From an optimization exercise on the open Yosys and OpenROAD flow, aimed at small area, a short achievable clock period and few clock cycles; shortcuts taken in it are not production practice.
In this exercise RTL edits were held to simulation tests only and were not proved equivalent to the original.
Power and IR drop assume default switching activity.

===== config.mk =====
export PLATFORM = sky130hd
export DESIGN_NAME = tgui_blit
export DESIGN_NICKNAME = tgui_blit
export VERILOG_FILES = /design/flow/design.v
export SDC_FILE = /design/flow/constraint.sdc
export NUM_CORES = 4
export LEC_CHECK = 0
export CAP_MARGIN = 20
export CORE_MARGIN = 2
export CORE_UTILIZATION = 40
export PLACE_DENSITY = 0.6
export SLEW_MARGIN = 20

===== constraint.sdc =====
create_clock -name core_clock -period 12.0 [get_ports {clk}]
set_input_delay 2.4000 -clock core_clock [delete_from_list [all_inputs] [get_ports {clk}]]
set_output_delay 2.4000 -clock core_clock [all_outputs]
set_load 0.01 [all_outputs]

===== design.v =====
module tgui_blit (
    input             clk,
    input             rst,
    input             cmd_valid,
    input      [7:0]  cmd_code,
    input      [7:0]  cmd_rop,
    input      [15:0] cmd_flags,
    input      [31:0] cmd_fg,
    input      [31:0] cmd_bg,
    input      [15:0] cmd_dst_x,
    input      [15:0] cmd_dst_y,
    input      [15:0] cmd_src_x,
    input      [15:0] cmd_src_y,
    input      [15:0] cmd_size_x,
    input      [15:0] cmd_size_y,
    input      [15:0] cmd_clip_left,
    input      [15:0] cmd_clip_top,
    input      [15:0] cmd_clip_right,
    input      [15:0] cmd_clip_bottom,
    input      [9:0]  cmd_rowoffset,
    input      [1:0]  cmd_bpp,
    input             pat_we,
    input      [5:0]  pat_addr,
    input      [7:0]  pat_data,
    output            busy,
    output            mem_req,
    output            mem_we,
    output     [19:0] mem_addr,
    output     [1:0]  mem_size,
    output     [31:0] mem_wdata,
    input             mem_ready,
    input             mem_rvalid,
    input      [31:0] mem_rdata
);
    localparam F_SRCPAT    = 1;
    localparam F_SRCDISP   = 2;
    localparam F_PATMONO   = 5;
    localparam F_SRCMONO   = 6;
    localparam F_YNEG      = 8;
    localparam F_XNEG      = 9;
    localparam F_YMAJ      = 10;
    localparam F_TRANSENA  = 12;
    localparam F_TRANSREV  = 13;
    localparam F_SOLIDFILL = 14;
    localparam P_IDLE  = 2'd0;
    localparam P_SETUP = 2'd1;
    localparam P_RUN   = 2'd2;
    localparam M_BLT  = 2'd0;    
    localparam M_LINE = 2'd1;    
    localparam M_VEC  = 2'd2;    
    localparam SRC_DISP  = 2'd0;
    localparam SRC_PAT   = 2'd1;    
    localparam SRC_CONST = 2'd2;    
    localparam E_FREE = 3'd0;
    localparam E_WS   = 3'd1;       
    localparam E_ND   = 3'd2;       
    localparam E_WD   = 3'd3;       
    localparam E_NW   = 3'd4;       
    reg [1:0] phase;
    reg [7:0] pat_mem [0:63];
    always @(posedge clk)
        if (pat_we)
            pat_mem[pat_addr] <= pat_data;
    reg [1:0]  mode;
    reg [1:0]  srcm;
    reg        usedst;
    reg        trans_on, transrev, solid, patmono, srcmono;
    reg        xneg, yneg, ymaj, vxen, vyen;
    reg [7:0]  rop_s;
    reg [31:0] fg_s, bg_s;
    reg [1:0]  sh;
    reg signed [15:0] clip_l, clip_t, clip_r, clip_b;
    reg [15:0] x0;
    reg [15:0] k1_s, k2_s;
    reg [19:0] stepA, stepB;
    reg [9:0]  ro_n;
    reg [3:0]  mcnt;
    reg        first_setup;
    reg signed [17:0] dx, dy;
    reg [14:0] xcnt, xrel, ycnt;
    reg signed [31:0] err;
    reg [19:0] dst_a, src_a;        
    reg [8:0]  e_st_v;
    reg [59:0] e_dst_v;
    reg [95:0] e_dat_v;
    reg [23:0] e_pb_v;
    reg [1:0] tq0, tq1, tq2;
    reg [1:0] tcnt;
    wire [1:0]  in_sh   = (cmd_bpp == 2'd0) ? 2'd0 : (cmd_bpp == 2'd1) ? 2'd1 : 2'd2;
    wire        in_use_src = (((cmd_rop & 8'h33) ^ ((cmd_rop >> 2) & 8'h33)) != 8'h00);
    wire        in_use_dst = (((cmd_rop ^ (cmd_rop >> 1)) & 8'h55) != 8'h00);
    wire        in_line = (cmd_code == 8'h04);
    wire        in_vec  = (cmd_code == 8'h05) || (cmd_code == 8'h06);
    wire [2:0]  in_dir  = cmd_flags[10:8];
    wire        in_xneg = in_vec ? (in_dir == 3'd3 || in_dir == 3'd4 || in_dir == 3'd5) : cmd_flags[F_XNEG];
    wire        in_yneg = in_vec ? (in_dir == 3'd1 || in_dir == 3'd2 || in_dir == 3'd3) : cmd_flags[F_YNEG];
    wire        in_vxen = !in_vec || !(in_dir == 3'd2 || in_dir == 3'd6);
    wire        in_vyen = !in_vec || !(in_dir == 3'd0 || in_dir == 3'd4);
    wire [19:0] in_xb   = {17'd0, in_sh == 2'd2, in_sh == 2'd1, in_sh == 2'd0};
    wire [19:0] in_xdb  = in_xneg ? (20'd0 - in_xb) : in_xb;
    wire [19:0] in_ro8  = {7'd0, cmd_rowoffset, 3'd0};
    wire [19:0] in_yb   = in_yneg ? (20'd0 - in_ro8) : in_ro8;
    wire [14:0] in_szx  = cmd_size_x[15] ? 15'd0 : cmd_size_x[14:0];
    wire [14:0] in_szy  = cmd_size_y[15] ? 15'd0 : cmd_size_y[14:0];
    wire [9:0] ro_a = (cmd_rowoffset[9:2] == 8'd0) ? {cmd_rowoffset[1:0], 8'd0} : cmd_rowoffset;
    wire [3:0] sh_a = (cmd_rowoffset[9:2] == 8'd0) ? 4'd8 : 4'd0;
    wire [9:0] ro_b = (ro_a[9:6] == 4'd0) ? {ro_a[5:0], 4'd0} : ro_a;
    wire [3:0] sh_b = sh_a + ((ro_a[9:6] == 4'd0) ? 4'd4 : 4'd0);
    wire [9:0] ro_c = (ro_b[9:8] == 2'd0) ? {ro_b[7:0], 2'd0} : ro_b;
    wire [3:0] sh_c = sh_b + ((ro_b[9:8] == 2'd0) ? 4'd2 : 4'd0);
    wire [9:0] ro_d = (ro_c[9] == 1'b0) ? {ro_c[8:0], 1'b0} : ro_c;
    wire [3:0] sh_d = sh_c + ((ro_c[9] == 1'b0) ? 4'd1 : 4'd0);
    wire [3:0] in_mcnt = (cmd_rowoffset == 10'd0) ? 4'd0 : (4'd10 - sh_d);
    function [31:0] mix;
        input [7:0]  rop;
        input [31:0] d, p, s;
        integer i;
        begin
            for (i = 0; i < 32; i = i + 1)
                mix[i] = rop[{p[i], s[i], d[i]}];
        end
    endfunction
    wire [31:0] emask = (sh == 2'd0) ? 32'h000000ff :
                        (sh == 2'd1) ? 32'h0000ffff : 32'hffffffff;
    function [31:0] patv;
        input [7:0] pb;
        input       sol, mono;
        input [31:0] fg, bg;
        begin
            patv = sol ? fg : mono ? (pb[0] ? fg : bg) : {24'd0, pb};
        end
    endfunction
    wire [31:0] sconst   = srcmono ? bg_s : 32'd0;
    wire [31:0] tcol_m   = (transrev ? fg_s : bg_s) & emask;
    wire [2:0]  pat_px   = dx[2:0];
    wire [2:0]  pat_py   = dy[2:0];
    wire [7:0]  pat_row  = pat_mem[{pat_py, 3'b000}];
    wire [7:0]  pat_byte = pat_mem[{pat_py, pat_px}];
    wire [7:0]  pb_cur   = patmono ? {7'd0, pat_row[3'd7 - pat_px]} : pat_byte;
    wire [31:0] pv_cur   = patv(pb_cur, solid, patmono, fg_s, bg_s);
    wire [31:0] sv_cur   = (srcm == SRC_PAT) ? pv_cur : sconst;
    wire signed [17:0] cl18 = {{2{clip_l[15]}}, clip_l};
    wire signed [17:0] cr18 = {{2{clip_r[15]}}, clip_r};
    wire signed [17:0] ct18 = {{2{clip_t[15]}}, clip_t};
    wire signed [17:0] cb18 = {{2{clip_b[15]}}, clip_b};
    wire clip_ok = (dx >= cl18) && (dx <= cr18) && (dy >= ct18) && (dy <= cb18);
    wire trans_cur = trans_on && (srcm != SRC_DISP) && ((sv_cur & emask) == tcol_m);
    wire pix_act   = clip_ok && !trans_cur;
    wire need_rd   = (srcm == SRC_DISP) || usedst;
    wire running   = (phase == P_RUN);
    reg  [2:0] e_val, e_nw, e_nd, e_hz;
    integer j;
    always @* begin
        for (j = 0; j < 3; j = j + 1) begin
            e_val[j] = (e_st_v[3*j +: 3] != E_FREE);
            e_nw[j]  = (e_st_v[3*j +: 3] == E_NW);
            e_nd[j]  = (e_st_v[3*j +: 3] == E_ND);
            e_hz[j]  = e_val[j] && ((e_dst_v[20*j +: 20] == dst_a) ||
                                    ((srcm == SRC_DISP) && (e_dst_v[20*j +: 20] == src_a)));
        end
    end
    wire       any_free = !(&e_val);
    wire [1:0] free_i   = !e_val[0] ? 2'd0 : !e_val[1] ? 2'd1 : 2'd2;
    wire       can_alloc = any_free && !(|e_hz);
    wire       slot_bus = (|e_nw) || (|e_nd);
    wire [1:0] sel_i    = (|e_nw) ? (e_nw[0] ? 2'd0 : e_nw[1] ? 2'd1 : 2'd2)
                                  : (e_nd[0] ? 2'd0 : e_nd[1] ? 2'd1 : 2'd2);
    wire       cur_rd   = running && pix_act && need_rd && can_alloc && !slot_bus;
    wire       adv      = running && (!pix_act || (can_alloc && (need_rd ? (!slot_bus && mem_ready) : 1'b1)));
    wire       alloc    = adv && pix_act;
    assign mem_req   = slot_bus || cur_rd;
    assign mem_we    = |e_nw;
    assign mem_addr  = slot_bus ? e_dst_v[20*sel_i +: 20] : (srcm == SRC_DISP) ? src_a : dst_a;
    assign mem_size  = sh;
    assign mem_wdata = e_dat_v[32*sel_i +: 32];
    assign busy = (phase != P_IDLE) || (|e_val);
    wire        rv     = mem_rvalid && (tcnt != 2'd0);
    wire [1:0]  rt     = tq0;
    wire        rt_ws  = (e_st_v[3*rt +: 3] == E_WS);
    wire [31:0] rdm    = mem_rdata & emask;
    wire [7:0]  m_pb   = rv ? e_pb_v[8*rt +: 8] : pb_cur;
    wire [31:0] m_p    = patv(m_pb, solid, patmono, fg_s, bg_s);
    wire [31:0] m_s    = (srcm == SRC_DISP) ? (rt_ws ? rdm : e_dat_v[32*rt +: 32]) :
                         (srcm == SRC_PAT)  ? m_p : sconst;
    wire [31:0] m_out  = mix(rop_s, rdm, m_p, m_s) & emask;
    wire        rt_tr  = trans_on && (rdm == tcol_m);
    wire rd_taken = mem_req && !mem_we && mem_ready;
    wire        row_end = (xcnt == 15'd0);
    wire        err_ge  = !err[31];
    wire        last    = (mode == M_BLT) ? (row_end && ycnt == 15'd0) : (ycnt == 15'd0);
    wire        use_b   = (mode == M_BLT) ? row_end : (mode == M_LINE) ? err_ge : 1'b1;
    wire        mvx     = (mode == M_BLT) ? !row_end : (mode == M_LINE) ? (err_ge || !ymaj) : vxen;
    wire        mvy     = (mode == M_BLT) ? row_end  : (mode == M_LINE) ? (err_ge || ymaj)  : vyen;
    wire signed [17:0] dx_n = dx + (xneg ? -18'sd1 : 18'sd1);
    wire signed [17:0] dy_n = dy + (yneg ? -18'sd1 : 18'sd1);
    wire        setup_fin = (mcnt == 4'd0);
    wire [19:0] y8   = {dy[16:0], 3'd0};
    wire [19:0] sy8  = {k1_s[15], k1_s, 3'd0};
    wire [19:0] xs   = {{2{dx[17]}}, dx} << sh;
    wire [19:0] sxs  = {{4{k2_s[15]}}, k2_s} << sh;
    wire [19:0] stp  = use_b ? stepB : stepA;
    wire [19:0] da_a = running ? dst_a : setup_fin ? dst_a : {dst_a[18:0], 1'b0};
    wire [19:0] da_b = running ? stp   : setup_fin ? xs    : (ro_n[9] ? y8 : 20'd0);
    wire [19:0] sa_a = running ? src_a : setup_fin ? src_a : {src_a[18:0], 1'b0};
    wire [19:0] sa_b = running ? stp   : setup_fin ? sxs   : (ro_n[9] ? sy8 : 20'd0);
    wire [19:0] da_n = da_a + da_b;
    wire [19:0] sa_n = sa_a + sa_b;
    wire [19:0] xrs  = {5'd0, xrel} << sh;
    wire [19:0] xdb  = xneg ? (20'd0 - {17'd0, sh == 2'd2, sh == 2'd1, sh == 2'd0})
                            : {17'd0, sh == 2'd2, sh == 2'd1, sh == 2'd0};
    wire [19:0] q2   = (mode == M_BLT) ? (xneg ? xrs : (20'd0 - xrs)) : vxen ? xdb : 20'd0;
    integer i;
    always @(posedge clk) begin
        if (rst) begin
            phase <= P_IDLE;
            e_st_v <= 9'd0;
            tcnt <= 2'd0;
        end else begin
            if (rv) begin
                tq0 <= tq1;
                tq1 <= tq2;
            end
            if (rd_taken) begin
                case (tcnt - (rv ? 2'd1 : 2'd0))
                2'd0: tq0 <= slot_bus ? sel_i : free_i;
                2'd1: tq1 <= slot_bus ? sel_i : free_i;
                default: tq2 <= slot_bus ? sel_i : free_i;
                endcase
            end
            tcnt <= tcnt + (rd_taken ? 2'd1 : 2'd0) - (rv ? 2'd1 : 2'd0);
            for (i = 0; i < 3; i = i + 1) begin
                if (slot_bus && mem_ready && sel_i == i)
                    e_st_v[3*i +: 3] <= mem_we ? E_FREE : E_WD;
                if (rv && rt == i) begin
                    if (rt_ws) begin
                        e_dat_v[32*i +: 32] <= usedst ? rdm : m_out;
                        e_st_v[3*i +: 3]    <= rt_tr ? E_FREE : usedst ? E_ND : E_NW;
                    end else begin
                        e_dat_v[32*i +: 32] <= m_out;
                        e_st_v[3*i +: 3]    <= E_NW;
                    end
                end
                if (alloc && free_i == i) begin
                    e_st_v[3*i +: 3]    <= (srcm == SRC_DISP) ? E_WS : usedst ? E_WD : E_NW;
                    e_dst_v[20*i +: 20] <= dst_a;
                    e_pb_v[8*i +: 8]    <= pb_cur;
                    e_dat_v[32*i +: 32] <= m_out;
                end
            end
            case (phase)
            P_IDLE: begin
                if (cmd_valid && !busy) begin
                    rop_s    <= cmd_rop;
                    fg_s     <= cmd_fg;
                    bg_s     <= cmd_bg;
                    sh       <= in_sh;
                    clip_l   <= cmd_clip_left;
                    clip_t   <= cmd_clip_top;
                    clip_r   <= cmd_clip_right;
                    clip_b   <= cmd_clip_bottom;
                    x0       <= cmd_dst_x;
                    dx       <= {{2{cmd_dst_x[15]}}, cmd_dst_x};
                    dy       <= {{2{cmd_dst_y[15]}}, cmd_dst_y};
                    k1_s     <= cmd_src_y;
                    k2_s     <= cmd_src_x;
                    err      <= {{16{cmd_size_x[15]}}, cmd_size_x};
                    xrel     <= in_szx;
                    xcnt     <= in_szx;
                    ycnt     <= (cmd_code == 8'h03) ? 15'd0 : in_szy;
                    usedst   <= in_use_dst;
                    transrev <= cmd_flags[F_TRANSREV];
                    srcmono  <= cmd_flags[F_SRCMONO];
                    patmono  <= cmd_flags[F_PATMONO];
                    solid    <= cmd_flags[F_SOLIDFILL] || in_line || in_vec;
                    trans_on <= (cmd_code == 8'h01) && cmd_flags[F_TRANSENA];
                    xneg     <= in_xneg;
                    yneg     <= in_yneg;
                    ymaj     <= cmd_flags[F_YMAJ];
                    vxen     <= in_vxen;
                    vyen     <= in_vyen;
                    stepA    <= (in_line && cmd_flags[F_YMAJ]) ? in_yb : in_xdb;
                    stepB    <= in_vyen ? in_yb : 20'd0;
                    ro_n     <= ro_d;
                    mcnt     <= in_mcnt;
                    first_setup <= 1'b1;
                    dst_a    <= 20'd0;
                    src_a    <= 20'd0;
                    mode     <= in_line ? M_LINE : in_vec ? M_VEC : M_BLT;
                    srcm     <= SRC_PAT;
                    case (cmd_code)
                    8'h01: begin
                        if (cmd_flags[F_SRCDISP]) begin
                            srcm  <= SRC_DISP;
                            phase <= P_SETUP;
                        end else if (cmd_flags[F_SRCPAT]) begin
                            phase <= P_SETUP;
                        end else if (!in_use_src) begin
                            srcm  <= SRC_CONST;
                            phase <= P_SETUP;
                        end
                    end
                    8'h03: begin
                        if (cmd_flags[F_SRCDISP] || !cmd_flags[F_SRCPAT])
                            srcm <= SRC_DISP;
                        phase <= P_SETUP;
                    end
                    8'h04, 8'h05, 8'h06:
                        phase <= P_SETUP;
                    default: ;
                    endcase
                end
            end
            P_SETUP: begin
                first_setup <= 1'b0;
                if (first_setup)
                    stepB <= stepB + q2;
                dst_a <= da_n;
                src_a <= sa_n;
                ro_n  <= {ro_n[8:0], 1'b0};
                mcnt  <= mcnt - 4'd1;
                if (setup_fin)
                    phase <= P_RUN;
            end
            P_RUN: begin
                if (adv) begin
                    dst_a <= da_n;
                    src_a <= sa_n;
                    if (mode == M_BLT) begin
                        xcnt <= row_end ? xrel : xcnt - 15'd1;
                        if (row_end) begin
                            dx <= {{2{x0[15]}}, x0};
                            ycnt <= ycnt - 15'd1;
                        end else
                            dx <= dx_n;
                        if (row_end) dy <= dy_n;
                    end else begin
                        ycnt <= ycnt - 15'd1;
                        if (mvx) dx <= dx_n;
                        if (mvy) dy <= dy_n;
                        if (mode == M_LINE)
                            err <= err + (err_ge ? {{16{k2_s[15]}}, k2_s} : {{16{k1_s[15]}}, k1_s});
                    end
                    if (last)
                        phase <= P_IDLE;
                end
            end
            default: ;
            endcase
        end
    end
endmodule

===== run.sh =====
#!/bin/bash
# synth_recipe.tcl (not shown) runs the flow's synth.tcl, then flattens the netlist and writes it again
# the make line also repeats each setting of config.mk as NAME=value (left out here)
make -C /OpenROAD-flow-scripts/flow DESIGN_CONFIG=/design/flow/config.mk WORK_HOME=/design/flow/orfs CLKGATE_MAP_FILE= SYNTH_SCRIPT=/design/flow/synth_recipe.tcl finish

==> results of run 1 <==
[synthesized netlist by cell type (all sizes together) (95+ instances only)]
| master | n |
|---|---|
| nor2 | 409 |
| a22oi | 120 |
| mux4 | 213 |
| inv | 202 |
| xor2 | 130 |
| edfxtp | 1101 |
| buf | 95 |
| nor3 | 98 |
| mux2 | 182 |
| o21ai | 224 |
| mux2i | 238 |
| xnor2 | 150 |
| clkbuf | 292 |
| a21oi | 352 |
| nand2 | 463 |
| ha | 206 |
[layer usage]
metal	track usage (%)	share of wire, %	vias to the layer above
met5	0	0.053	-
met4	8.468	3.3	18
met3	4.976	9.2	414
met2	38.10	43	2529
met1	37.76	44	24510
li1	-	-	21750
[state kept, by name, summed over array words and instances, names as in the netlist, 24 cells and up, named ones only]
signal	flops
bg_s	32
fg_s	32
e_dst_v	60
err	32
pat_mem	512
e_pb_v	24
e_dat_v	96
[worst max-delay path by stage]
| stage | start | to | slack [ns] | cells after the start |
|---|---|---|---|---|
| after floorplan | sh[1] | dst_a[0] | 0.59 | 19 |
| after global placement | register | mem_req | 3.44 | 15 |
| after detailed placement | register | mem_req | 3.44 | 15 |
| after CTS | register | mem_req | 2.54 | 15 |
| after global routing | register | mem_req | 2.32 | 15 |
| final | register | mem_req | 2.62 | 15 |
[logic make-up (layout without fill, tap and decap cells)]
kind of cell               Yosys count  count (layout)
AOI/OAI and AO/OA                 1262            1262
xor gates and xnor gates           280             280
adders and majority gates          212             212
buffers and inverters              595             914
DFF                               1117            1117
muxes                              633             633
other                                0               2
and+or+nand+nor                   1486            1486
[power groups by stage]
| stage | logic [mW] | clock network (mW) | registers [mW] |
|---|---|---|---|
| final | 4.25 | 3.91 | 5.07 |
| after global routing | 4.60 | 4.11 | 5.09 |
| after CTS | 4.20 | 3.98 | 5.06 |
| after detailed placement | 4.18 | 0 | 5.13 |
| after global placement | 4.13 | 0 | 5.13 |
| after floorplan | 2.98 | 0 | 4.93 |
[cell type report]
type / instances / area (um2) / share of cell area, %
flip-flops and latches: 1117 / 33380 / 44.23
multi-input cells: 3873 / 29950 / 39.68
repair buffers: 467 / 4444 / 5.888
clock buffers: 149 / 3346 / 4.433
well taps: 2175 / 2721 / 3.606
clock inverters: 91 / 852.1 / 1.129
inverters: 207 / 777.0 / 1.029
diodes: 2 / 5.005 / 0.006631
[stage by stage]
step | power (mW) | hold slack, ns
floorplan | 7.913 | 0.4616
global route | 13.80 | 0.5546
CTS | 13.24 | 0.5287
detailed placement | 9.313 | 0.5147
finish | 13.23 | 0.5264
global placement | 9.260 | 0.5092
[critical path, stage by stage (launching register included)]
cell	delay [ns]
dfxtp_1	0.88
buf_4	0.41
mux4_2	0.55
mux2_2	0.29
a22oi_2	0.23
o2111ai_4	0.31
o21ai_2	0.13
buf_4	0.33
a21oi_1	0.41
a211oi_1	0.40
mux2i_1	0.31
nor4_1	0.11
o2111a_1	0.33
a2111oi_2	0.56
nand2b_1	0.32
clkdlybuf4s50_1	0.59
==> run notes, run 1 <==
# IOs = 377
Synth top area share = 50.37%
Total of max-cap violations = 0
First-pass GRT wire length = 321.3 mm
Placer Congestion = 0.9742
Critical path startpoint category = register
# H-tree levels = 4
Outcome = no timing/DRC/antenna violations
Min Clock Period, post-route = 9.382 ns
Worst Hold Depth = 2
Clock transition at path regs = 0.06 ns
Final Hold Vio Count = 0
DRC errors left = 0
Share of layout cells above drive strength 1 = 12.70%
Worst min path class = register to register
Most frequent cells in the layout = edfxtp_1, nand2_1, nor2_1
Number of synthesized flops with an enable pin = 1101
Layout Skew = 0.05747 ns
Initial Utilization = 40.32%
Post-Synth Adder-Cell Area = 4.110%
WP data required = 9.60 ns
Hold path endpoint = ro_n[5]
Fillers = 14600
Post-synth design cell area = 65640 um2
DP Worst Slack = 3.441 ns
R2R Setup Slk = 5.09 ns
Detailed Route Iter0 Violations = 5499
Fin crit share = 78.18%
Syn avg cell area = 11.75 um2
CTS tree = done
Multiplexer area fraction after synthesis = 14.10%
Dpl hpwl = 153.1 mm
Crit. End Element = output pin
Synthesized instance count = 5585
Post-synth top flop = edfxtp_1
Syn_nets = 6117
Peak supply drop = 177.1 uV
Placed Instances = 7839
Placed Area = 71260 um2
RSZ-0062 raised after global routing = false
Internal power = 8.611 mW
Yosys reg bits = 1117
IO buf count = 370
Largest family of logic cells by synthesized area = multiplexers
Hold path startpoint = ro_n[4]
Clk buf depth = 3
Kind of critical path = register to output pin
Total grt overflow = 0
Initial antenna violation count = 14
Sequential area share after synthesis = 50.86%
Ranking of synthesized cells by area = edfxtp_1, mux4_2, ha_1
Power Dens Cells = 175.3 nW/um2
Clock tree root driver cell = clkbuf_16
Slew @ Worst Pin = 1.163 ns
Post-synthesis compound-gate area fraction = 12.70%
Crit Reg-Reg Endpoint = ycnt[2]
Via/cell ratio = 6.091
Vias in the first global route = 47300
CP arrival = 6.98 ns
Wirelength per Cell = 27.34 um
Combinational share of power = 32.2%
Library cells used by synthesis = 104
Core area = 162800 um2
Final nets = 6329
Rows = 148
Switch share = 34.91%
Synth Area in Simple Gates = 10.69%
Highest clock rate = 106.6 MHz
Setup WS post-layout = 2.618 ns
CTS resizes = 0
Max Slew Vio Count = 0
Die width = 409.1 um
Ys Warns = 1
TritonCTS Sinks = 1117
Hold Buf Count CTS = 0
Post-route cell area = 75480 um2
Max_slew headroom = 22.48%
Leakage = 26.61 nW
Largest net degree at the start of global routing = 93
Total track usage = 25.74%
Worst skew pair latency = 0.80 ns
FF-to-FF path depth = 16
Net switching power = 4.618 mW
Setup-failing EPs final = 0
Antenna Nets Post-Route = 0
Die area = 167300 um2
Fin cells = 8081
Vias = 49220
Final TNS setup = 0 ns
Die H = 409.1 um
Xor/xnor share of the synthesized area = 3.736%
Area delta synth->final = 14.99%
Cts bufs inserted = 131
Detailed-router iteration count before antenna repair = 6
Async SR Flop Fraction = 0%
Post-CTS setup buffer count = 0
Commonest non-fill, non-tap cell in the layout = edfxtp_1
Final Util = 46.37%
Max FO, Critical Path = 22
Reg power frac = 38.3%
Clk pwr share = 29.5%
Largest area contributor in the netlist = edfxtp_1
Routed WL = 220.9 mm
Testbench counts, summed over its fixed seeds: cycles 326,234.
==> run 2: changes to the inputs <==
--- a/design.v
+++ b/design.v
@@ -56,6 +56,7 @@
     localparam E_ND   = 3'd2;       
     localparam E_WD   = 3'd3;       
     localparam E_NW   = 3'd4;       
+    localparam E_OW   = 3'd5;       
     reg [1:0] phase;
     reg [7:0] pat_mem [0:63];
     always @(posedge clk)
@@ -69,7 +70,7 @@
     reg [7:0]  rop_s;
     reg [31:0] fg_s, bg_s;
     reg [1:0]  sh;
-    reg signed [15:0] clip_l, clip_t, clip_r, clip_b;
+    reg [15:0] clip_l, clip_t, clip_r, clip_b;
     reg [15:0] x0;
     reg [15:0] k1_s, k2_s;
     reg [19:0] stepA, stepB;
@@ -80,12 +81,19 @@
     reg [14:0] xcnt, xrel, ycnt;
     reg signed [31:0] err;
     reg [19:0] dst_a, src_a;        
+    reg        p_val;
+    reg [19:0] p_dst, p_src;
+    reg [7:0]  p_pb;
     reg [8:0]  e_st_v;
     reg [59:0] e_dst_v;
     reg [95:0] e_dat_v;
     reg [23:0] e_pb_v;
     reg [1:0] tq0, tq1, tq2;
     reg [1:0] tcnt;
+    reg        o_req, o_we;
+    reg [1:0]  o_slot;
+    reg [19:0] o_addr;
+    reg [31:0] o_wdata;
     wire [1:0]  in_sh   = (cmd_bpp == 2'd0) ? 2'd0 : (cmd_bpp == 2'd1) ? 2'd1 : 2'd2;
     wire        in_use_src = (((cmd_rop & 8'h33) ^ ((cmd_rop >> 2) & 8'h33)) != 8'h00);
     wire        in_use_dst = (((cmd_rop ^ (cmd_rop >> 1)) & 8'h55) != 8'h00);
@@ -132,22 +140,21 @@
     endfunction
     wire [31:0] sconst   = srcmono ? bg_s : 32'd0;
     wire [31:0] tcol_m   = (transrev ? fg_s : bg_s) & emask;
+    wire        need_rd  = (srcm == SRC_DISP) || usedst;
+    wire        running  = (phase == P_RUN);
     wire [2:0]  pat_px   = dx[2:0];
     wire [2:0]  pat_py   = dy[2:0];
-    wire [7:0]  pat_row  = pat_mem[{pat_py, 3'b000}];
-    wire [7:0]  pat_byte = pat_mem[{pat_py, pat_px}];
-    wire [7:0]  pb_cur   = patmono ? {7'd0, pat_row[3'd7 - pat_px]} : pat_byte;
+    wire [7:0]  pat_byte = pat_mem[{pat_py, patmono ? 3'd0 : pat_px}];
+    wire [7:0]  pb_cur   = patmono ? {7'd0, pat_byte[3'd7 - pat_px]} : pat_byte;
     wire [31:0] pv_cur   = patv(pb_cur, solid, patmono, fg_s, bg_s);
     wire [31:0] sv_cur   = (srcm == SRC_PAT) ? pv_cur : sconst;
     wire signed [17:0] cl18 = {{2{clip_l[15]}}, clip_l};
     wire signed [17:0] cr18 = {{2{clip_r[15]}}, clip_r};
     wire signed [17:0] ct18 = {{2{clip_t[15]}}, clip_t};
     wire signed [17:0] cb18 = {{2{clip_b[15]}}, clip_b};
-    wire clip_ok = (dx >= cl18) && (dx <= cr18) && (dy >= ct18) && (dy <= cb18);
+    wire clip_ok   = (dx >= cl18) && (dx <= cr18) && (dy >= ct18) && (dy <= cb18);
     wire trans_cur = trans_on && (srcm != SRC_DISP) && ((sv_cur & emask) == tcol_m);
-    wire pix_act   = clip_ok && !trans_cur;
-    wire need_rd   = (srcm == SRC_DISP) || usedst;
-    wire running   = (phase == P_RUN);
+    wire w_act     = clip_ok && !trans_cur;
     reg  [2:0] e_val, e_nw, e_nd, e_hz;
     integer j;
     always @* begin
@@ -155,42 +162,54 @@
             e_val[j] = (e_st_v[3*j +: 3] != E_FREE);
             e_nw[j]  = (e_st_v[3*j +: 3] == E_NW);
             e_nd[j]  = (e_st_v[3*j +: 3] == E_ND);
-            e_hz[j]  = e_val[j] && ((e_dst_v[20*j +: 20] == dst_a) ||
-                                    ((srcm == SRC_DISP) && (e_dst_v[20*j +: 20] == src_a)));
+            e_hz[j]  = e_val[j] && !((e_st_v[3*j +: 3] == E_OW) && mem_ready) &&
+                       ((e_dst_v[20*j +: 20] == p_dst) ||
+                        ((srcm == SRC_DISP) && (e_dst_v[20*j +: 20] == p_src)));
         end
     end
-    wire       any_free = !(&e_val);
-    wire [1:0] free_i   = !e_val[0] ? 2'd0 : !e_val[1] ? 2'd1 : 2'd2;
-    wire       can_alloc = any_free && !(|e_hz);
-    wire       slot_bus = (|e_nw) || (|e_nd);
-    wire [1:0] sel_i    = (|e_nw) ? (e_nw[0] ? 2'd0 : e_nw[1] ? 2'd1 : 2'd2)
-                                  : (e_nd[0] ? 2'd0 : e_nd[1] ? 2'd1 : 2'd2);
-    wire       cur_rd   = running && pix_act && need_rd && can_alloc && !slot_bus;
-    wire       adv      = running && (!pix_act || (can_alloc && (need_rd ? (!slot_bus && mem_ready) : 1'b1)));
-    wire       alloc    = adv && pix_act;
-    assign mem_req   = slot_bus || cur_rd;
-    assign mem_we    = |e_nw;
-    assign mem_addr  = slot_bus ? e_dst_v[20*sel_i +: 20] : (srcm == SRC_DISP) ? src_a : dst_a;
-    assign mem_size  = sh;
-    assign mem_wdata = e_dat_v[32*sel_i +: 32];
-    assign busy = (phase != P_IDLE) || (|e_val);
+    wire       any_free  = !(&e_val);
+    wire [1:0] free_i    = !e_val[0] ? 2'd0 : !e_val[1] ? 2'd1 : 2'd2;
+    wire [1:0] nw_i      = e_nw[0] ? 2'd0 : e_nw[1] ? 2'd1 : 2'd2;
+    wire [1:0] nd_i      = e_nd[0] ? 2'd0 : e_nd[1] ? 2'd1 : 2'd2;
+    wire       p_ok      = p_val && any_free && !(|e_hz);
     wire        rv     = mem_rvalid && (tcnt != 2'd0);
     wire [1:0]  rt     = tq0;
-    wire        rt_ws  = (e_st_v[3*rt +: 3] == E_WS);
+    wire [2:0]  rt_st  = e_st_v[3*rt +: 3];
+    wire        rt_ws  = (rt_st == E_WS);
     wire [31:0] rdm    = mem_rdata & emask;
-    wire [7:0]  m_pb   = rv ? e_pb_v[8*rt +: 8] : pb_cur;
+    wire        rt_tr  = trans_on && (rdm == tcol_m);
+    wire        rv_w   = rv && (rt_ws ? (!usedst && !rt_tr) : 1'b1);
+    wire        rv_d   = rv && rt_ws && usedst && !rt_tr;
+    wire [7:0]  m_pb   = rv ? e_pb_v[8*rt +: 8] : p_pb;
     wire [31:0] m_p    = patv(m_pb, solid, patmono, fg_s, bg_s);
     wire [31:0] m_s    = (srcm == SRC_DISP) ? (rt_ws ? rdm : e_dat_v[32*rt +: 32]) :
                          (srcm == SRC_PAT)  ? m_p : sconst;
     wire [31:0] m_out  = mix(rop_s, rdm, m_p, m_s) & emask;
-    wire        rt_tr  = trans_on && (rdm == tcol_m);
-    wire rd_taken = mem_req && !mem_we && mem_ready;
+    wire hold     = o_req && !mem_ready;
+    wire sel_rvw  = !hold && rv_w;
+    wire sel_nw   = !hold && !rv_w && (|e_nw);
+    wire sel_rvd  = !hold && !rv_w && !(|e_nw) && rv_d;
+    wire sel_nd   = !hold && !rv_w && !(|e_nw) && !rv_d && (|e_nd);
+    wire sel_p    = !hold && !rv_w && !(|e_nw) && !rv_d && !(|e_nd) && p_ok && need_rd;
+    wire alloc_w  = p_ok && !need_rd;           
+    wire p_take   = sel_p || alloc_w;
+    wire p_free   = !p_val || p_take;
+    wire adv      = running && (!w_act || p_free);
+    wire p_load   = adv && w_act;
+    assign mem_req   = o_req;
+    assign mem_we    = o_we;
+    assign mem_addr  = o_addr;
+    assign mem_size  = sh;
+    assign mem_wdata = o_wdata;
+    assign busy = (phase != P_IDLE) || p_val || (|e_val);
+    wire taken    = o_req && mem_ready;
+    wire rd_taken = taken && !o_we;
     wire        row_end = (xcnt == 15'd0);
     wire        err_ge  = !err[31];
     wire        last    = (mode == M_BLT) ? (row_end && ycnt == 15'd0) : (ycnt == 15'd0);
     wire        use_b   = (mode == M_BLT) ? row_end : (mode == M_LINE) ? err_ge : 1'b1;
-    wire        mvx     = (mode == M_BLT) ? !row_end : (mode == M_LINE) ? (err_ge || !ymaj) : vxen;
-    wire        mvy     = (mode == M_BLT) ? row_end  : (mode == M_LINE) ? (err_ge || ymaj)  : vyen;
+    wire        mvx     = (mode == M_LINE) ? (err_ge || !ymaj) : vxen;
+    wire        mvy     = (mode == M_LINE) ? (err_ge || ymaj)  : vyen;
     wire signed [17:0] dx_n = dx + (xneg ? -18'sd1 : 18'sd1);
     wire signed [17:0] dy_n = dy + (yneg ? -18'sd1 : 18'sd1);
     wire        setup_fin = (mcnt == 4'd0);
@@ -212,9 +231,11 @@
     integer i;
     always @(posedge clk) begin
         if (rst) begin
-            phase <= P_IDLE;
+            phase  <= P_IDLE;
             e_st_v <= 9'd0;
-            tcnt <= 2'd0;
+            tcnt   <= 2'd0;
+            p_val  <= 1'b0;
+            o_req  <= 1'b0;
         end else begin
             if (rv) begin
                 tq0 <= tq1;
@@ -222,31 +243,61 @@
             end
             if (rd_taken) begin
                 case (tcnt - (rv ? 2'd1 : 2'd0))
-                2'd0: tq0 <= slot_bus ? sel_i : free_i;
-                2'd1: tq1 <= slot_bus ? sel_i : free_i;
-                default: tq2 <= slot_bus ? sel_i : free_i;
+                2'd0: tq0 <= o_slot;
+                2'd1: tq1 <= o_slot;
+                default: tq2 <= o_slot;
                 endcase
             end
             tcnt <= tcnt + (rd_taken ? 2'd1 : 2'd0) - (rv ? 2'd1 : 2'd0);
+            if (!hold) begin
+                o_req <= sel_rvw || sel_nw || sel_rvd || sel_nd || sel_p;
+                o_we  <= sel_rvw || sel_nw;
+                if (sel_rvw || sel_rvd) begin
+                    o_slot <= rt;
+                    o_addr <= e_dst_v[20*rt +: 20];
+                end else if (sel_nw) begin
+                    o_slot <= nw_i;
+                    o_addr <= e_dst_v[20*nw_i +: 20];
+                end else if (sel_nd) begin
+                    o_slot <= nd_i;
+                    o_addr <= e_dst_v[20*nd_i +: 20];
+                end else begin
+                    o_slot <= free_i;
+                    o_addr <= (srcm == SRC_DISP) ? p_src : p_dst;
+                end
+                o_wdata <= sel_rvw ? m_out : e_dat_v[32*nw_i +: 32];
+            end
             for (i = 0; i < 3; i = i + 1) begin
-                if (slot_bus && mem_ready && sel_i == i)
-                    e_st_v[3*i +: 3] <= mem_we ? E_FREE : E_WD;
+                if (taken && o_we && o_slot == i)
+                    e_st_v[3*i +: 3] <= E_FREE;
+                if (sel_nw && nw_i == i)
+                    e_st_v[3*i +: 3] <= E_OW;
+                if (sel_nd && nd_i == i)
+                    e_st_v[3*i +: 3] <= E_WD;
                 if (rv && rt == i) begin
                     if (rt_ws) begin
                         e_dat_v[32*i +: 32] <= usedst ? rdm : m_out;
-                        e_st_v[3*i +: 3]    <= rt_tr ? E_FREE : usedst ? E_ND : E_NW;
+                        e_st_v[3*i +: 3]    <= rt_tr ? E_FREE : sel_rvw ? E_OW : sel_rvd ? E_WD :
+                                               usedst ? E_ND : E_NW;
                     end else begin
                         e_dat_v[32*i +: 32] <= m_out;
-                        e_st_v[3*i +: 3]    <= E_NW;
+                        e_st_v[3*i +: 3]    <= sel_rvw ? E_OW : E_NW;
                     end
                 end
-                if (alloc && free_i == i) begin
+                if (p_take && free_i == i) begin
                     e_st_v[3*i +: 3]    <= (srcm == SRC_DISP) ? E_WS : usedst ? E_WD : E_NW;
-                    e_dst_v[20*i +: 20] <= dst_a;
-                    e_pb_v[8*i +: 8]    <= pb_cur;
+                    e_dst_v[20*i +: 20] <= p_dst;
+                    e_pb_v[8*i +: 8]    <= p_pb;
                     e_dat_v[32*i +: 32] <= m_out;
                 end
             end
+            if (p_load) begin
+                p_val <= 1'b1;
+                p_dst <= dst_a;
+                p_src <= src_a;
+                p_pb  <= pb_cur;
+            end else if (p_take)
+                p_val <= 1'b0;
             case (phase)
             P_IDLE: begin
                 if (cmd_valid && !busy) begin
@@ -270,7 +321,7 @@
                     usedst   <= in_use_dst;
                     transrev <= cmd_flags[F_TRANSREV];
                     srcmono  <= cmd_flags[F_SRCMONO];
-                    patmono  <= cmd_flags[F_PATMONO];
+                    patmono  <= cmd_flags[F_PATMONO] && !(in_line || in_vec);
                     solid    <= cmd_flags[F_SOLIDFILL] || in_line || in_vec;
                     trans_on <= (cmd_code == 8'h01) && cmd_flags[F_TRANSENA];
                     xneg     <= in_xneg;
@@ -328,11 +379,11 @@
                     if (mode == M_BLT) begin
                         xcnt <= row_end ? xrel : xcnt - 15'd1;
                         if (row_end) begin
-                            dx <= {{2{x0[15]}}, x0};
+                            dx   <= {{2{x0[15]}}, x0};
+                            dy   <= dy_n;
                             ycnt <= ycnt - 15'd1;
                         end else
                             dx <= dx_n;
-                        if (row_end) dy <= dy_n;
                     end else begin
                         ycnt <= ycnt - 15'd1;
                         if (mvx) dx <= dx_n;
==> run notes, run 2 <==
Routed WL = 238.1 mm
Syn avg cell area = 11.18 um2
Syn_nets = 6780
Critical path startpoint category = register
Share of layout cells above drive strength 1 = 10.58%
Dpl hpwl = 164.0 mm
Ys Warns = 1
Most flop-heavy register = pat_mem
Async SR Flop Fraction = 0%
Post-route cell area = 80720 um2
Outcome = no timing/DRC/antenna violations
Antenna Nets Post-Route = 0
Top flop regs = pat_mem (512), e_dat_v (96), e_dst_v (60)
# IOs = 377
Via/cell ratio = 6.010
First-pass GRT wire length = 346.3 mm
Crit. End Element = register
DP Worst Slack = 3.054 ns
Sequential area share after synthesis = 52.19%
Post-synth top flop = edfxtp_1
Layout Skew = 0.03672 ns
Die area = 178000 um2
IO buf count = 370
Power Dens Cells = 206.0 nW/um2
Final TNS setup = 0 ns
Vias = 53660
Largest net degree at the start of global routing = 146
CTS tree = done
Number of synthesized flops with an enable pin = 1204
Met1 wire length = 100.0 mm
Synth top area share = 51.76%
RSZ-0062 raised after global routing = false
Placed Area = 76010 um2
Min Clock Period, post-route = 9.130 ns
Setup-failing EPs final = 0
Total grt overflow = 0
Library cells used by synthesis = 101
Slew @ Worst Pin = 1.211 ns
Placed Instances = 8664
Synthesized instance count = 6249
Total track usage = 25.91%
Post-synth design cell area = 69850 um2
Max FO, Critical Path = 26
Max_slew headroom = 19.00%
Initial Utilization = 40.23%
Commonest non-fill, non-tap cell in the layout = edfxtp_1
Clock tree root driver cell = clkbuf_16
Core area = 173600 um2
WP data required = 12.47 ns
Initial antenna violation count = 11
TritonCTS Sinks = 1219
Cts bufs inserted = 143
Number of flip-flops in the largest register = 512
Setup WS post-layout = 2.870 ns
Most frequent cells in the layout = edfxtp_1, nand2_1, nor2_1
Clock transition at path regs = 0.06 ns
Vias in the first global route = 51270
Die H = 421.9 um
Fin cells = 8928
Worst min path class = register to register
Top sig layer = met5
Leakage = 28.41 nW
Fin crit share = 76.09%
Area delta synth->final = 15.56%
Worst skew pair latency = 0.80 ns
Die width = 421.9 um
Ranking of synthesized cells by area = edfxtp_1, mux2i_1, ha_1
CP arrival = 9.60 ns
Placer Congestion = 0.9926
Met2 wire length = 108.7 mm
Detailed Route Iter0 Violations = 6424
Peak supply drop = 130.7 uV
Wirelength per Cell = 26.66 um
Tot Pwr = 16.63 mW
Yosys reg bits = 1219
Final nets = 7015
Rows = 153
Detailed-router iteration count before antenna repair = 6
Highest clock rate = 109.5 MHz
Largest area contributor in the netlist = edfxtp_1
CTS resizes = 0
Hold Buf Count CTS = 0
DRC errors left = 0
Final Hold Vio Count = 0
Post-CTS setup buffer count = 0
Clk buf depth = 3
Max Slew Vio Count = 0
Most common cell in the netlist = edfxtp_1
Met3 wire len = 19.85 mm
# H-tree levels = 4
Synth top cells by count = edfxtp_1, nand2_1, nor2_1
Total of max-cap violations = 0
Kind of critical path = register to register
## run 2: cell count changes after synthesis, moves of 41 or more
cell | before | now
edfxtp_1 | 1101 | 1204
a21oi_1 | 352 | 427
mux2i_1 | 238 | 387
a211oi_1 | 66 | 107
mux4_2 | 207 | 87
o21ai_0 | 220 | 394
nor2_1 | 405 | 464
a22oi_1 | 119 | 63
nand2_1 | 462 | 592
## run 2: power by group
group	total (mW)	internal (mW)	switching (mW)	leakage, nW
combinational	6.38	2.44	3.94	15.0
clock	4.40	2.59	1.81	2.27
sequential	5.85	5.38	0.472	11.1
total	16.6	10.4	6.22	28.4
## run 2: metrics by stage
step,hold slack [ns],util [%]
floorplan,0.4257,-
global placement,0.4423,43.77
detailed placement,0.4473,43.78
CTS,0.4665,46.48
global route,0.4852,46.49
finish,0.4623,46.49
## run 2: final timing paths
kind | start | to | slack (ns) | cells after the start
worst min-delay path | src_a[19] | p_src[19] | 0.46 | 0
worst max-delay path | dx[0] | err[17] | 2.87 | 17
worst max register to register | dx[0] | err[17] | 2.87 | 17
worst min register to register | src_a[19] | p_src[19] | 0.46 | 0
## run 2: per-layer routing
layer | global-route usage [%] | vias up
met3 | 4.515 | 423
met1 | 35.58 | 26410
met4 | 10.13 | 8
li1 | - | 24210
met5 | 0 | -
met2 | 40.74 | 2611
## run 2: worst max-delay path, cell delays in order, from the launching register on
cell,delay (ns)
edfxtp_1,0.82
buf_4,0.47
o21ba_2,0.63
buf_4,0.42
o221ai_1,0.15
o211ai_1,0.29
nand4_1,0.44
a2111oi_0,0.80
a211o_1,0.79
o31a_1,0.68
nand2_1,0.14
a221oi_1,0.50
nand4_1,0.15
nor4_1,0.37
nand3_2,0.25
a21oi_2,0.69
a21boi_4,0.80
buf_4,0.34
## run 2: final cells by class
| cell class | count | area [um2] |
|---|---|---|
| well taps | 2325 | 2909 |
| flip-flops and latches | 1219 | 36460 |
| clock inverters | 82 | 924.6 |
| repair buffers | 502 | 4702 |
| fillers | 15800 | 92910 |
| clock buffers | 177 | 3769 |
| inverters | 188 | 705.7 |
| diodes | 5 | 12.51 |
| multi-input cells | 4430 | 31250 |
## run 2: kinds of logic after synthesis
kind of cell | count (synthesis) | synth area share (%)
fa+ha+maj | 211 | 3.844
simple gates | 1698 | 11.40
mux | 623 | 10.76
flops | 1219 | 52.19
xor+xnor | 294 | 3.686
compound gates | 1604 | 14.70
buf+inv | 600 | 3.428
Testbench counts of run 2, summed over its fixed seeds: cycles 328,608.
==> run 3: changes to the inputs <==
--- a/design.v
+++ b/design.v
@@ -81,9 +81,12 @@
     reg [14:0] xcnt, xrel, ycnt;
     reg signed [31:0] err;
     reg [19:0] dst_a, src_a;        
-    reg        p_val;
-    reg [19:0] p_dst, p_src;
-    reg [7:0]  p_pb;
+    reg [1:0]  q_cnt;
+    reg        q_hd, q_tl;
+    reg [19:0] q_dst0, q_dst1, q_src0, q_src1;
+    reg [7:0]  q_pb0, q_pb1;
+    reg        q_tr0, q_tr1;
+    reg        skip_r, stop_r;
     reg [8:0]  e_st_v;
     reg [59:0] e_dst_v;
     reg [95:0] e_dat_v;
@@ -142,6 +145,7 @@
     wire [31:0] tcol_m   = (transrev ? fg_s : bg_s) & emask;
     wire        need_rd  = (srcm == SRC_DISP) || usedst;
     wire        running  = (phase == P_RUN);
+    wire        row_end = (xcnt == 15'd0);
     wire [2:0]  pat_px   = dx[2:0];
     wire [2:0]  pat_py   = dy[2:0];
     wire [7:0]  pat_byte = pat_mem[{pat_py, patmono ? 3'd0 : pat_px}];
@@ -152,9 +156,18 @@
     wire signed [17:0] cr18 = {{2{clip_r[15]}}, clip_r};
     wire signed [17:0] ct18 = {{2{clip_t[15]}}, clip_t};
     wire signed [17:0] cb18 = {{2{clip_b[15]}}, clip_b};
-    wire clip_ok   = (dx >= cl18) && (dx <= cr18) && (dy >= ct18) && (dy <= cb18);
+    wire x_lo      = (dx < cl18);
+    wire x_hi      = (dx > cr18);
+    wire y_lo      = (dy < ct18);
+    wire y_hi      = (dy > cb18);
+    wire clip_ok   = !x_lo && !x_hi && !y_lo && !y_hi;
+    wire far_y     = (y_hi && (!yneg || !vyen)) || (y_lo && (yneg || !vyen));
+    wire far_x     = (x_hi && (!xneg || !vxen)) || (x_lo && (xneg || !vxen));
+    wire w_stop    = far_y || ((mode != M_BLT) && far_x);
+    wire w_skip    = (mode == M_BLT) && !row_end && (y_lo || y_hi || far_x);
+    wire stop_now  = stop_r;
+    wire skip_now  = skip_r && !row_end;
     wire trans_cur = trans_on && (srcm != SRC_DISP) && ((sv_cur & emask) == tcol_m);
-    wire w_act     = clip_ok && !trans_cur;
     reg  [2:0] e_val, e_nw, e_nd, e_hz;
     integer j;
     always @* begin
@@ -171,15 +184,21 @@
     wire [1:0] free_i    = !e_val[0] ? 2'd0 : !e_val[1] ? 2'd1 : 2'd2;
     wire [1:0] nw_i      = e_nw[0] ? 2'd0 : e_nw[1] ? 2'd1 : 2'd2;
     wire [1:0] nd_i      = e_nd[0] ? 2'd0 : e_nd[1] ? 2'd1 : 2'd2;
-    wire       p_ok      = p_val && any_free && !(|e_hz);
+    wire       p_val     = (q_cnt != 2'd0);
+    wire [19:0] p_dst    = q_hd ? q_dst1 : q_dst0;
+    wire [19:0] p_src    = q_hd ? q_src1 : q_src0;
+    wire [7:0]  p_pb     = q_hd ? q_pb1  : q_pb0;
+    wire        p_tr     = q_hd ? q_tr1  : q_tr0;
+    wire       p_ok      = p_val && !p_tr && any_free && !(|e_hz);
     wire        rv     = mem_rvalid && (tcnt != 2'd0);
     wire [1:0]  rt     = tq0;
     wire [2:0]  rt_st  = e_st_v[3*rt +: 3];
     wire        rt_ws  = (rt_st == E_WS);
     wire [31:0] rdm    = mem_rdata & emask;
     wire        rt_tr  = trans_on && (rdm == tcol_m);
-    wire        rv_w   = rv && (rt_ws ? (!usedst && !rt_tr) : 1'b1);
-    wire        rv_d   = rv && rt_ws && usedst && !rt_tr;
+    wire        rv_w   = rv && (rt_ws ? !usedst : 1'b1);
+    wire        rv_d   = rv && rt_ws && usedst;
+    wire        rv_sq  = rt_ws && rt_tr;
     wire [7:0]  m_pb   = rv ? e_pb_v[8*rt +: 8] : p_pb;
     wire [31:0] m_p    = patv(m_pb, solid, patmono, fg_s, bg_s);
     wire [31:0] m_s    = (srcm == SRC_DISP) ? (rt_ws ? rdm : e_dat_v[32*rt +: 32]) :
@@ -193,9 +212,9 @@
     wire sel_p    = !hold && !rv_w && !(|e_nw) && !rv_d && !(|e_nd) && p_ok && need_rd;
     wire alloc_w  = p_ok && !need_rd;           
     wire p_take   = sel_p || alloc_w;
-    wire p_free   = !p_val || p_take;
-    wire adv      = running && (!w_act || p_free);
-    wire p_load   = adv && w_act;
+    wire p_pop    = p_take || (p_val && p_tr);   
+    wire adv      = running && !stop_now && !skip_now && (q_cnt != 2'd2);
+    wire p_load   = adv && clip_ok;
     assign mem_req   = o_req;
     assign mem_we    = o_we;
     assign mem_addr  = o_addr;
@@ -204,7 +223,6 @@
     assign busy = (phase != P_IDLE) || p_val || (|e_val);
     wire taken    = o_req && mem_ready;
     wire rd_taken = taken && !o_we;
-    wire        row_end = (xcnt == 15'd0);
     wire        err_ge  = !err[31];
     wire        last    = (mode == M_BLT) ? (row_end && ycnt == 15'd0) : (ycnt == 15'd0);
     wire        use_b   = (mode == M_BLT) ? row_end : (mode == M_LINE) ? err_ge : 1'b1;
@@ -217,7 +235,8 @@
     wire [19:0] sy8  = {k1_s[15], k1_s, 3'd0};
     wire [19:0] xs   = {{2{dx[17]}}, dx} << sh;
     wire [19:0] sxs  = {{4{k2_s[15]}}, k2_s} << sh;
-    wire [19:0] stp  = use_b ? stepB : stepA;
+    wire [19:0] xcs  = {5'd0, xcnt} << sh;
+    wire [19:0] stp  = skip_now ? (xneg ? (20'd0 - xcs) : xcs) : use_b ? stepB : stepA;
     wire [19:0] da_a = running ? dst_a : setup_fin ? dst_a : {dst_a[18:0], 1'b0};
     wire [19:0] da_b = running ? stp   : setup_fin ? xs    : (ro_n[9] ? y8 : 20'd0);
     wire [19:0] sa_a = running ? src_a : setup_fin ? src_a : {src_a[18:0], 1'b0};
@@ -234,7 +253,9 @@
             phase  <= P_IDLE;
             e_st_v <= 9'd0;
             tcnt   <= 2'd0;
-            p_val  <= 1'b0;
+            q_cnt  <= 2'd0;
+            q_hd   <= 1'b0;
+            q_tl   <= 1'b0;
             o_req  <= 1'b0;
         end else begin
             if (rv) begin
@@ -250,7 +271,7 @@
             end
             tcnt <= tcnt + (rd_taken ? 2'd1 : 2'd0) - (rv ? 2'd1 : 2'd0);
             if (!hold) begin
-                o_req <= sel_rvw || sel_nw || sel_rvd || sel_nd || sel_p;
+                o_req <= ((sel_rvw || sel_rvd) && !rv_sq) || sel_nw || sel_nd || sel_p;
                 o_we  <= sel_rvw || sel_nw;
                 if (sel_rvw || sel_rvd) begin
                     o_slot <= rt;
@@ -292,12 +313,22 @@
                 end
             end
             if (p_load) begin
-                p_val <= 1'b1;
-                p_dst <= dst_a;
-                p_src <= src_a;
-                p_pb  <= pb_cur;
-            end else if (p_take)
-                p_val <= 1'b0;
+                if (q_tl) begin
+                    q_dst1 <= dst_a;
+                    q_src1 <= src_a;
+                    q_pb1  <= pb_cur;
+                    q_tr1  <= trans_cur;
+                end else begin
+                    q_dst0 <= dst_a;
+                    q_src0 <= src_a;
+                    q_pb0  <= pb_cur;
+                    q_tr0  <= trans_cur;
+                end
+                q_tl <= !q_tl;
+            end
+            if (p_pop)
+                q_hd <= !q_hd;
+            q_cnt <= q_cnt + (p_load ? 2'd1 : 2'd0) - (p_pop ? 2'd1 : 2'd0);
             case (phase)
             P_IDLE: begin
                 if (cmd_valid && !busy) begin
@@ -334,6 +365,8 @@
                     ro_n     <= ro_d;
                     mcnt     <= in_mcnt;
                     first_setup <= 1'b1;
+                    skip_r   <= 1'b0;
+                    stop_r   <= 1'b0;
                     dst_a    <= 20'd0;
                     src_a    <= 20'd0;
                     mode     <= in_line ? M_LINE : in_vec ? M_VEC : M_BLT;
@@ -373,7 +406,16 @@
                     phase <= P_RUN;
             end
             P_RUN: begin
-                if (adv) begin
+                if (stop_now)
+                    phase <= P_IDLE;
+                else if (skip_now) begin
+                    dst_a  <= da_n;
+                    src_a  <= sa_n;
+                    xcnt   <= 15'd0;
+                    skip_r <= 1'b0;
+                end else if (adv) begin
+                    skip_r <= w_skip;
+                    stop_r <= w_stop;
                     dst_a <= da_n;
                     src_a <= sa_n;
                     if (mode == M_BLT) begin
--- a/config.mk
+++ b/config.mk
@@ -9,4 +9,5 @@
 export CORE_MARGIN = 2
 export CORE_UTILIZATION = 40
 export PLACE_DENSITY = 0.6
+export SETUP_SLACK_MARGIN = 5
 export SLEW_MARGIN = 20
==> run notes, run 3 <==
Area delta synth->final = 15.16%
Number of synthesized flops with an enable pin = 1256
Placed Instances = 8831
CTS tree = done
Most common cell in the netlist = edfxtp_1
RSZ-0062 raised after global routing = true
Library cells used by synthesis = 104
Antenna Nets Post-Route = 0
Multiplexer area fraction after synthesis = 11.08%
Kind of critical path = register to register
Synthesized instance count = 6387
Largest family of logic cells by synthesized area = compound AO/OA/AOI/OAI gates
First-pass GRT wire length = 348.4 mm
Post-synthesis compound-gate area fraction = 14.70%
Outcome = no timing/DRC/antenna violations
Yosys reg bits = 1274
Post-synth design cell area = 72340 um2
Top flop regs = pat_mem (512), e_dat_v (96), e_dst_v (60)
Core area = 180200 um2
TritonCTS Sinks = 1274
Final nets = 7154
Xor/xnor share of the synthesized area = 3.705%
Hold Buf Count CTS = 0
WP data required = 12.51 ns
Die H = 429.3 um
Top sig layer = met5
Total grt overflow = 0
Setup-failing EPs final = 0
Clock tree root driver cell = clkbuf_16
Post-Synth Adder-Cell Area = 3.746%
Commonest non-fill, non-tap cell in the layout = edfxtp_1
Syn avg cell area = 11.33 um2
Ranking of synthesized cells by area = edfxtp_1, mux2i_1, ha_1
Worst min path class = register to register
Fillers = 16320
Highest clock rate = 144.5 MHz
Leakage = 29.03 nW
CP arrival = 7.43 ns
Fin cells = 9105
Min Clock Period, post-route = 6.919 ns
Largest net degree at the start of global routing = 160
Wirelength per Cell = 26.14 um
Met1 wire length = 100.4 mm
Cts bufs inserted = 147
Ys Warns = 1
Share of layout cells above drive strength 1 = 11.22%
Slew @ Worst Pin = 1.125 ns
Max_slew headroom = 24.66%
Detailed-router iteration count before antenna repair = 6
Die area = 184300 um2
Post-synth top flop = edfxtp_1
Most flop-heavy register = pat_mem
Final TNS setup = 0 ns
Fin crit share = 57.65%
Crit. End Element = register
Worst skew pair latency = 0.82 ns
Detailed Route Iter0 Violations = 5818
Clock transition at path regs = 0.06 ns
Layout Skew = 0.02898 ns
Tot Pwr = 17.09 mW
Met3 wire len = 18.38 mm
Critical path startpoint category = register
# H-tree levels = 4
Most frequent cells in the layout = edfxtp_1, nand2_1, a21oi_1
Initial antenna violation count = 11
Number of flip-flops in the largest register = 512
Max FO, Critical Path = 34
Peak supply drop = 130.5 uV
IO buf count = 370
Power Dens Cells = 205.1 nW/um2
Via/cell ratio = 6.014
Sequential area share after synthesis = 52.63%
Dpl hpwl = 163.2 mm
Synth Area in Simple Gates = 10.62%
Initial Utilization = 40.15%
DRC errors left = 0
Syn_nets = 6920
Synth top cells by count = edfxtp_1, nand2_1, a21oi_1
Met2 wire length = 108.9 mm
Largest area contributor in the netlist = edfxtp_1
Clk buf depth = 3
Vias = 54760
Vias in the first global route = 52300
Synth top area share = 52.14%
Final Hold Vio Count = 0
# IOs = 377
Total of max-cap violations = 0
Routed WL = 238.0 mm
Total track usage = 25.13%
Die width = 429.3 um
Async SR Flop Fraction = 0%
Rows = 156
Placer Congestion = 0.9390
Max Slew Vio Count = 0
==> run 3: cell types whose count changed after synthesis, sizes merged, moves of 15 or more <==
cell	before	now
mux4	87	111
a21oi	429	484
o22ai	40	79
mux2	148	187
edfxtp	1204	1256
a211oi	107	69
o211ai	58	97
xnor2	187	202
a311oi	25	7
inv	187	204
nand4	60	34
a31oi	79	63
mux2i	388	340
==> run 3: path summary, 6_finish.rpt <==
kind	from	end	slack [ns]	cells past startpoint
worst max-delay path	dx[1]	q_tr0	5.08	15
worst min register to register	src_a[11]	q_src0[11]	0.49	0
worst max register to register	dx[1]	q_tr0	5.08	15
worst min-delay path	src_a[11]	q_src0[11]	0.49	0
==> run 3: stage by stage <==
step,worst slack (ns),cell area (um2),util [%],hold slack [ns]
floorplan,3.157,72370,-,0.4443
global placement,4.553,78330,43.48,0.4751
detailed placement,4.469,78330,43.48,0.4835
CTS,5.020,83170,46.16,0.4871
global route,4.946,83310,46.24,0.5105
finish,5.081,83310,46.24,0.4881
==> run 3: repair_timing <==
item,4_1_cts,5_1_grt
gates cloned,1,0
endpoints found under the hold margin,0,0
endpoints found under the setup margin,12,16
buffers inserted,1,9
pin swaps,1,4
resized for setup,5,18
==> run 3: cells by family (layout without fill, tap and decap cells) <==
kind of cell    Yosys count  count (layout)
compound gates         1675            1676
xor+xnor                306             306
fa+ha+maj               213             213
buf+inv                 619             961
flops                  1274            1274
mux                     638             638
other cells               0               5
simple gates           1662            1662
==> run 3: worst max-delay path, cell delays in order, from the launching register on <==
cell and delay (ns):
edfxtp_1 0.49, buf_4 0.58, nor2b_2 0.88, nor2_1 0.33
o221a_2 0.23, o31ai_1 0.33, a22o_1 0.39, a2111oi_4 0.16
a2111oi_4 0.65, a21oi_2 0.29, nor2_2 0.34, a221oi_1 0.15
a211oi_1 0.48, nand4_1 0.16, or4_1 0.54, nor4b_2 0.61
==> run 3: metal layers <==
| layer | global-route usage (%) | up-vias |
|---|---|---|
| li1 | - | 24670 |
| met4 | 10.50 | 8 |
| met5 | 0 | - |
| met3 | 3.746 | 434 |
| met2 | 39.24 | 2538 |
| met1 | 34.93 | 27120 |
==> run 3: final cells by class <==
| type | count | area (um2) | share of cell area [%] |
|---|---|---|---|
| timing repair buffer | 492 | 4639 | 5.569 |
| inverter | 211 | 802.0 | 0.9627 |
| tap | 2370 | 2965 | 3.559 |
| sequential | 1274 | 38080 | 45.70 |
| clock buffer | 189 | 3941 | 4.731 |
| antenna | 5 | 12.51 | 0.01502 |
| clock inverter | 69 | 853.3 | 1.024 |
| multi-input combinational | 4495 | 32020 | 38.43 |
==> run 3: power by group <==
part           leakage (nW)  internal, mW  switching, mW  total, mW
Clock                  2.33          2.62           1.90       4.51
Sequential             11.6          5.65          0.451       6.10
Combinational          15.1          2.50           3.97       6.47
Total                  29.0          10.8           6.32       17.1
Testbench counts of run 3, summed over its fixed seeds: cycles 298,733.

## afterwards: timing with drivers on the ports
In the flow no input, the clock included, has a driving cell. The finished layouts below were timed again as built, in two steps.
Step 1: set_driving_cell puts a clkbuf_16 on clk and a buf_2 on each other input, an assumption about the parent block.
Step 2, shift: input delay + t, output delay - t, t = (earliest + latest rising clock arrival at the registers) / 2. This alone moves slack from input paths to output paths.
a / b / c = ideal / step 1 / step 2; a / b = the first two.
run	t (ns)	slack for setup (ns)	worst setup path after step 2	cell pins on the clock port's net
run 1	0.867	2.618 / 2.526 / 3.393	register to output	1
run 2	0.869	2.870 / 2.870 / 2.870	register to register	1
run 3	0.879	5.081 / 5.081 / 5.081	register to register	1
After both steps every run listed still meets setup and hold.
